Context: an optimization exercise on an open-source flow, tuned for small area. The choices shown serve that exercise and are no tape-out recipe. The RTL was checked by simulation tests, not by an equivalence proof against the original design. Power is estimated from default activity; no workload was simulated.

==> flow/constraint.sdc <==
create_clock -name core_clock -period 5.0 [get_ports {clk}]
set_input_delay 1.0000 -clock core_clock [delete_from_list [all_inputs] [get_ports {clk}]]
set_output_delay 1.0000 -clock core_clock [all_outputs]
set_load 0.01 [all_outputs]
==> flow/standard.sh <==
#!/bin/bash
# synth_recipe.tcl (not shown) runs the flow's synth.tcl, then flattens the netlist and writes it again
# the make line also repeats each setting of config.mk as NAME=value (left out here)
make -C /OpenROAD-flow-scripts/flow DESIGN_CONFIG=/design/flow/config.mk WORK_HOME=/design/flow/orfs CLKGATE_MAP_FILE= SYNTH_SCRIPT=/design/flow/synth_recipe.tcl "${@:-finish}"
==> flow/flow/run.sh <==
#!/bin/bash
# The standard layout, with the smallest buffer on the ports and a leaner clock tree.
set -euo pipefail
bash standard.sh \
  "BUFFER_PORTS_ARGS=-buffer_cell sky130_fd_sc_hd__buf_1" \
  "CTS_ARGS=-sink_clustering_enable -repair_clock_nets -dont_use_dummy_load" \
  finish > flow_make.log 2>&1
==> flow/design.v <==
module crc8_x2 (
    input  wire a,
    input  wire b,
    output wire y
);
    assign y = a ^ b;
endmodule
module crc8_24 (
    input  wire [23:0] msg,
    output wire [7:0]  crc
);
    wire [49:0] t;
    crc8_x2 u0 (.a(msg[12]), .b(msg[14]), .y(t[0]));
    crc8_x2 u1 (.a(msg[15]), .b(msg[17]), .y(t[1]));
    crc8_x2 u2 (.a(msg[16]), .b(msg[18]), .y(t[2]));
    crc8_x2 u3 (.a(msg[6]), .b(msg[22]), .y(t[3]));
    crc8_x2 u4 (.a(msg[11]), .b(msg[13]), .y(t[4]));
    crc8_x2 u5 (.a(msg[23]), .b(t[2]), .y(t[5]));
    crc8_x2 u6 (.a(msg[21]), .b(t[0]), .y(t[6]));
    crc8_x2 u7 (.a(t[1]), .b(t[3]), .y(t[7]));
    crc8_x2 u8 (.a(msg[9]), .b(t[4]), .y(t[8]));
    crc8_x2 u9 (.a(msg[0]), .b(msg[1]), .y(t[9]));
    crc8_x2 u10 (.a(msg[3]), .b(t[8]), .y(t[10]));
    crc8_x2 u11 (.a(msg[8]), .b(msg[10]), .y(t[11]));
    crc8_x2 u12 (.a(msg[13]), .b(t[9]), .y(t[12]));
    crc8_x2 u13 (.a(msg[6]), .b(t[6]), .y(t[13]));
    crc8_x2 u14 (.a(msg[2]), .b(t[11]), .y(t[14]));
    crc8_x2 u15 (.a(msg[19]), .b(t[13]), .y(t[15]));
    crc8_x2 u16 (.a(t[7]), .b(t[12]), .y(t[16]));
    crc8_x2 u17 (.a(msg[4]), .b(msg[5]), .y(t[17]));
    crc8_x2 u18 (.a(msg[7]), .b(t[5]), .y(t[18]));
    crc8_x2 u19 (.a(msg[0]), .b(msg[8]), .y(t[19]));
    crc8_x2 u20 (.a(t[19]), .b(t[15]), .y(t[20]));
    crc8_x2 u21 (.a(t[20]), .b(t[18]), .y(t[21]));
    crc8_x2 u22 (.a(msg[9]), .b(msg[20]), .y(t[22]));
    crc8_x2 u23 (.a(t[22]), .b(t[5]), .y(t[23]));
    crc8_x2 u24 (.a(t[23]), .b(t[6]), .y(t[24]));
    crc8_x2 u25 (.a(t[24]), .b(t[16]), .y(t[25]));
    crc8_x2 u26 (.a(msg[12]), .b(t[14]), .y(t[26]));
    crc8_x2 u27 (.a(t[26]), .b(t[16]), .y(t[27]));
    crc8_x2 u28 (.a(msg[1]), .b(msg[2]), .y(t[28]));
    crc8_x2 u29 (.a(t[28]), .b(msg[14]), .y(t[29]));
    crc8_x2 u30 (.a(t[29]), .b(t[10]), .y(t[30]));
    crc8_x2 u31 (.a(t[30]), .b(t[18]), .y(t[31]));
    crc8_x2 u32 (.a(msg[3]), .b(msg[4]), .y(t[32]));
    crc8_x2 u33 (.a(t[32]), .b(msg[19]), .y(t[33]));
    crc8_x2 u34 (.a(t[33]), .b(t[0]), .y(t[34]));
    crc8_x2 u35 (.a(t[34]), .b(t[1]), .y(t[35]));
    crc8_x2 u36 (.a(t[35]), .b(t[14]), .y(t[36]));
    crc8_x2 u37 (.a(msg[15]), .b(msg[20]), .y(t[37]));
    crc8_x2 u38 (.a(t[37]), .b(t[2]), .y(t[38]));
    crc8_x2 u39 (.a(t[38]), .b(t[10]), .y(t[39]));
    crc8_x2 u40 (.a(t[39]), .b(t[17]), .y(t[40]));
    crc8_x2 u41 (.a(msg[10]), .b(msg[16]), .y(t[41]));
    crc8_x2 u42 (.a(t[41]), .b(msg[17]), .y(t[42]));
    crc8_x2 u43 (.a(t[42]), .b(t[15]), .y(t[43]));
    crc8_x2 u44 (.a(t[43]), .b(t[17]), .y(t[44]));
    crc8_x2 u45 (.a(msg[5]), .b(msg[7]), .y(t[45]));
    crc8_x2 u46 (.a(t[45]), .b(msg[18]), .y(t[46]));
    crc8_x2 u47 (.a(t[46]), .b(msg[20]), .y(t[47]));
    crc8_x2 u48 (.a(t[47]), .b(t[4]), .y(t[48]));
    crc8_x2 u49 (.a(t[48]), .b(t[7]), .y(t[49]));
    assign crc[0] = t[21];
    assign crc[1] = t[25];
    assign crc[2] = t[27];
    assign crc[3] = t[31];
    assign crc[4] = t[36];
    assign crc[5] = t[40];
    assign crc[6] = t[44];
    assign crc[7] = t[49];
endmodule
module crc8_codec (
    input  wire        clk,
    input  wire        rst,       
    input  wire        issue,
    input  wire [47:0] cmd,
    output wire [7:0]  rstat,
    output wire [3:0]  rop,
    output wire [7:0]  rcrc,
    output wire [31:0] rframe
);
    wire [3:0]  op = cmd[47:44];
    wire [6:0]  ea = cmd[38:32];
    wire [31:0] pl = cmd[31:0];
    wire op_crc8  = (op == 4'h1);
    wire op_ve    = (op == 4'h3) | (op == 4'h4);
    wire op_legal = op_crc8 | (op == 4'h2) | op_ve;
    wire ld   = issue & ~rst;     
    wire keep = ~issue & ~rst;    
    reg        has_q, addr_q;
    reg [3:0]  op_q;
    reg [31:0] f_q;               
    wire [31:0] f_ld = {pl[31] & (op_crc8 | op_ve),
                        pl[30:8] & {23{op_legal}},
                        pl[7:0] & {8{op_ve}}};
    always @(posedge clk) begin
        has_q  <= ~rst & (issue | has_q);
        addr_q <= (ld & op_ve & (pl[30:24] == ea)) | (keep & addr_q);
        op_q   <= ({4{ld}} & op) | ({4{keep}} & op_q);
        f_q    <= ({32{ld}} & f_ld) | ({32{keep}} & f_q);
    end
    wire [7:0] crc;
    crc8_24 u_crc (.msg(f_q[31:8]), .crc(crc));
    wire q_cb = (op_q == 4'h1) | (op_q == 4'h2);
    wire q_ve = (op_q == 4'h3) | (op_q == 4'h4);
    wire sts_ok  = q_ve & f_q[31];
    wire addr_ok = addr_q;
    wire [7:0] syn;
    crc8_x2 u_syn[7:0] (.a(f_q[7:0]), .b(crc), .y(syn));
    wire crc_ok  = q_ve & ~|syn;
    assign rstat  = {has_q, has_q & ~(q_cb | q_ve), sts_ok & addr_ok & crc_ok,
                     sts_ok, addr_ok, crc_ok, 2'b00};
    assign rop    = op_q;
    assign rcrc   = crc;
    assign rframe = {f_q[31:8], f_q[7:0] | (crc & {8{q_cb}})};
endmodule
==> flow/config.mk <==
export PLATFORM = sky130hd
export DESIGN_NAME = crc8_codec
export DESIGN_NICKNAME = crc8_codec
export VERILOG_FILES = /design/flow/design.v
export SDC_FILE = /design/flow/constraint.sdc
export NUM_CORES = 4
export LEC_CHECK = 0
export CAP_MARGIN = 20
export CORE_MARGIN = 2
export CORE_UTILIZATION = 40
export PLACE_DENSITY = 0.6
export SLEW_MARGIN = 20
export SYNTH_HIERARCHICAL = 1
==> impl_metrics.csv <==
group,metric,value,unit
grt,grt_pass1_vias,1559,
clock_tree,cts_buffers,5,
clock_tree,clock_sinks,38,
grt,antenna_found_initial,0,
worst_setup_path,r2r-end,"f_q[31]",
worst_setup_path,endpoint_kind,"output pin",
power_and_ir_drop,p_total,0.669,mW
worst_setup_path,reg2reg_depth,2,
synthesis,synth_area_leaders,"dfxtp_1 33%, xor2_1 25%, buf_4 12%",
timing,skew,0,ns
drt,first_iter_violations,30,
floorplan,rows,27,
synthesis,post-synth-top-count-cell,"xor2_1",
timing,period_share,83.2,%
synthesis,yosys_warnings,7,
place,gp_congestion,0.763,
drt,vias,1638,
timing,rsz0062_at_grt,"false",
synthesis,synth-async-reset-ratio,0,%
clock_tree,htreeDepth,2,
hold_path,hp-class,"reg2reg",
worst_setup_path,r2r_slack,4.14,ns
drt,wl_per_cell,13.4,um
grt,track_usage,15.4,%
synthesis,synthCells,224,
drt,drt_wl_total,4.74,mm
worst_setup_path,cp.arrival,3.16,ns
floorplan,die_area,6370,sq um
clock_tree,cts_resized,0,
drt,drc,0,
worst_setup_path,crit_end,"rstat[5]",
floorplan,coreArea,5540,sq um
drt,ant_nets,0,
grt,grt_pass1_wl,7.53,mm
timing,finalSetupViolCount,0,
synthesis,synth_area,2300,sq um
worst_setup_path,crit_fanout,4,
grt,gr-total-overflow,0,
synthesis,synth.distinct_cells,28,
timing,slew_viol_final,0,
drt,viasPerCell,4.63,
finish,antennaDiodeCount,0,
synthesis,ys_ff_latch,38,
synthesis,synth_top_area_share,33.1,%
floorplan,ioPinCount,103,
floorplan,die_h,79.8,um
synthesis,synth_edf_count,0,
finish,nFillCells,580,
timing,tightest_slew,0.614,ns
clock_tree,clkTransAtPathRegs,0.06,ns
timing,hold-worst-slack,0.485,ns
worst_setup_path,r2r-start,"f_q[31]",
finish,layout.nets,335,
grt,grt_max_degree,24,
synthesis,synth_seq_area_share,33.1,%
clock_tree,cts_tree,"yes",
timing,max_slew_margin,59.0,%
run_status,run_status,"timing/DRC/antenna clean",
power_and_ir_drop,worst_ir_drop_vdd,0.000100,V
synthesis,synthTopCellsByCount,"65 x xor2_1, 38 x buf_4, 38 x dfxtp_1",
finish,layout-drive-gt1-share,11.7,%
floorplan,die-width,79.8,um
clock_tree,hold_buffers,0,
clock_tree,clockBufferDepth,2,
worst_setup_path,setup.worst_path.start,"f_q[22]",
worst_setup_path,critical_path_required,4.00,ns
worst_setup_path,critPathKind,"reg2out",
worst_setup_path,cp-start-kind,"flip-flop",
timing,fmax,0.240,GHz
finish,syn2layout_area_growth,8.66,%
place,hpwl,3.85,mm
clock_tree,insertion_delay,0.28,ns
timing,final.setup.tns,0,ns
clock_tree,root_buffer,"clkbuf_8",
flow_run,maxCapViolCount,0,
place,portBuffers,95,
synthesis,synthFlopType,"dfxtp_1",
finish,finalCoreUtilization,45.1,%
power_and_ir_drop,power_density,268,nW/um^2
timing,period_needed,4.16,ns
drt,dr.pass1.iters,4,
power_and_ir_drop,leakage,1.28,nW
synthesis,yosysTopAreaCell,"dfxtp_1",
clock_tree,postCtsSetupBuffers,0,
timing,hold_violations,0,
floorplan,start_util,41.5,%
synthesis,avgSynthCellArea,10.3,sq um
-- cells by family after synthesis --
logic type / synth area share, %
XOR/XNOR: 25.1
AO/OA/AOI/OAI: 18.5
buffers and inverters: 14.4
flip-flops: 33.1
AND/OR/NAND/NOR: 7.02
multiplexers: 1.74
other: 0.163
-- critical path, stage by stage, from the launching register on --
cell     delay [ns]
dfxtp_1        0.42
xor2_1         0.28
xor2_1         0.28
xor2_1         0.20
xor2_1         0.25
xor2_1         0.21
xor2_1         0.31
xor2_1         0.11
nor4_1         0.32
and3_1         0.19
and3_1         0.15
buf_1          0.15
-- routing by layer --
| metal | track usage, % | wire (um) |
|---|---|---|
| met1 | 19.0 | 2200 |
| met4 | 5.59 | 62 |
| met5 | 0 | 0 |
| met3 | 3.96 | 308 |
| met2 | 25.8 | 2170 |
-- report_power, final --
group          leakage (nW)  switching (mW)  total (mW)  internal [mW]
Combinational         0.933          0.0982       0.164         0.0660
Clock                0.0359          0.0930       0.183         0.0897
Sequential            0.309          0.0105       0.322          0.311
Total                  1.28           0.202       0.669          0.467
-- metrics by stage --
stage | area (sq um) | setup WS, ns | std cells
floorplan | 2300 | 1.52 | 225
global placement | 2430 | 1.14 | 349
detailed placement | 2430 | 1.12 | 349
CTS | 2500 | 0.796 | 354
global route | 2500 | 0.582 | 354
finish | 2500 | 0.841 | 354
-- cell usage in the layout, fill, tap and decap left out, drive strengths merged --
cell and count:
clkbuf 5, xor2 65, nor3 2, or3b 3, nor3b 1, a22o 31, o21ba 1, mux2i 4
and2 1, nand2b 1, nor2 7, conb 2, dfxtp 38, nand3b 3, and2b 1, a21oi 4
o21bai 1, xnor2 1, a21o 8, and3 3, a32o 1, nor4 3, buf 96
-- cell type report --
class	count	area [sq um]	share of cell area, %
multi-input cells	143	1210	48.6
flip-flops and latches	38	761	30.5
repair buffers	96	364	14.6
well taps	72	90.1	3.61
clock buffers	5	68.8	2.76
-- modules after synthesis, one instance, submodules excluded --
module      area [sq um]  times used  flip-flops and latches
crc8_24             60.1           1                       0
crc8_x2             8.76          58                       0
crc8_codec          1730           1                      38
-- state kept, by name (all words and copies together), names as in the netlist --
register and flops:
addr_q 1, has_q 1, op_q 4, f_q 32
-- worst min path at each step --
stage | from | endpoint | slack [ns] | cells after the start
after global routing | has_q | has_q | 0.53 | 2
after CTS | has_q | has_q | 0.50 | 2
final | has_q | has_q | 0.49 | 2
after floorplan | has_q | has_q | 0.45 | 2
after global placement | has_q | has_q | 0.47 | 2
after detailed placement | has_q | has_q | 0.48 | 2

-- static timing again, ports no longer ideal --
How much do the figures lean on ideal ports? The routed layout below was timed once more, with nothing changed but the port constraints.
Step 1, drivers: a clkbuf_16 drives clk and a buf_2 each remaining input, both assumed.
Step 2 also shifts input and output timing later by t, the mid clock arrival at the registers, as if the neighbouring blocks saw the same clock.
a / b / c = ideal / step 1 / step 2; a / b = the first two.
shift t [ns]: 0.307
slack for setup (ns): 0.841 / 0.812 / 1.119
hold WS [ns]: 0.485 / 0.485 / 0.485
worst setup path after step 2: register to output
latest minus earliest clock arrival (ns): 0.004 / 0.004
After both steps setup and hold are still met in this run. For this run, drivers alone change the setup slack by -0.029 ns; drivers and shift together by +0.278 ns.
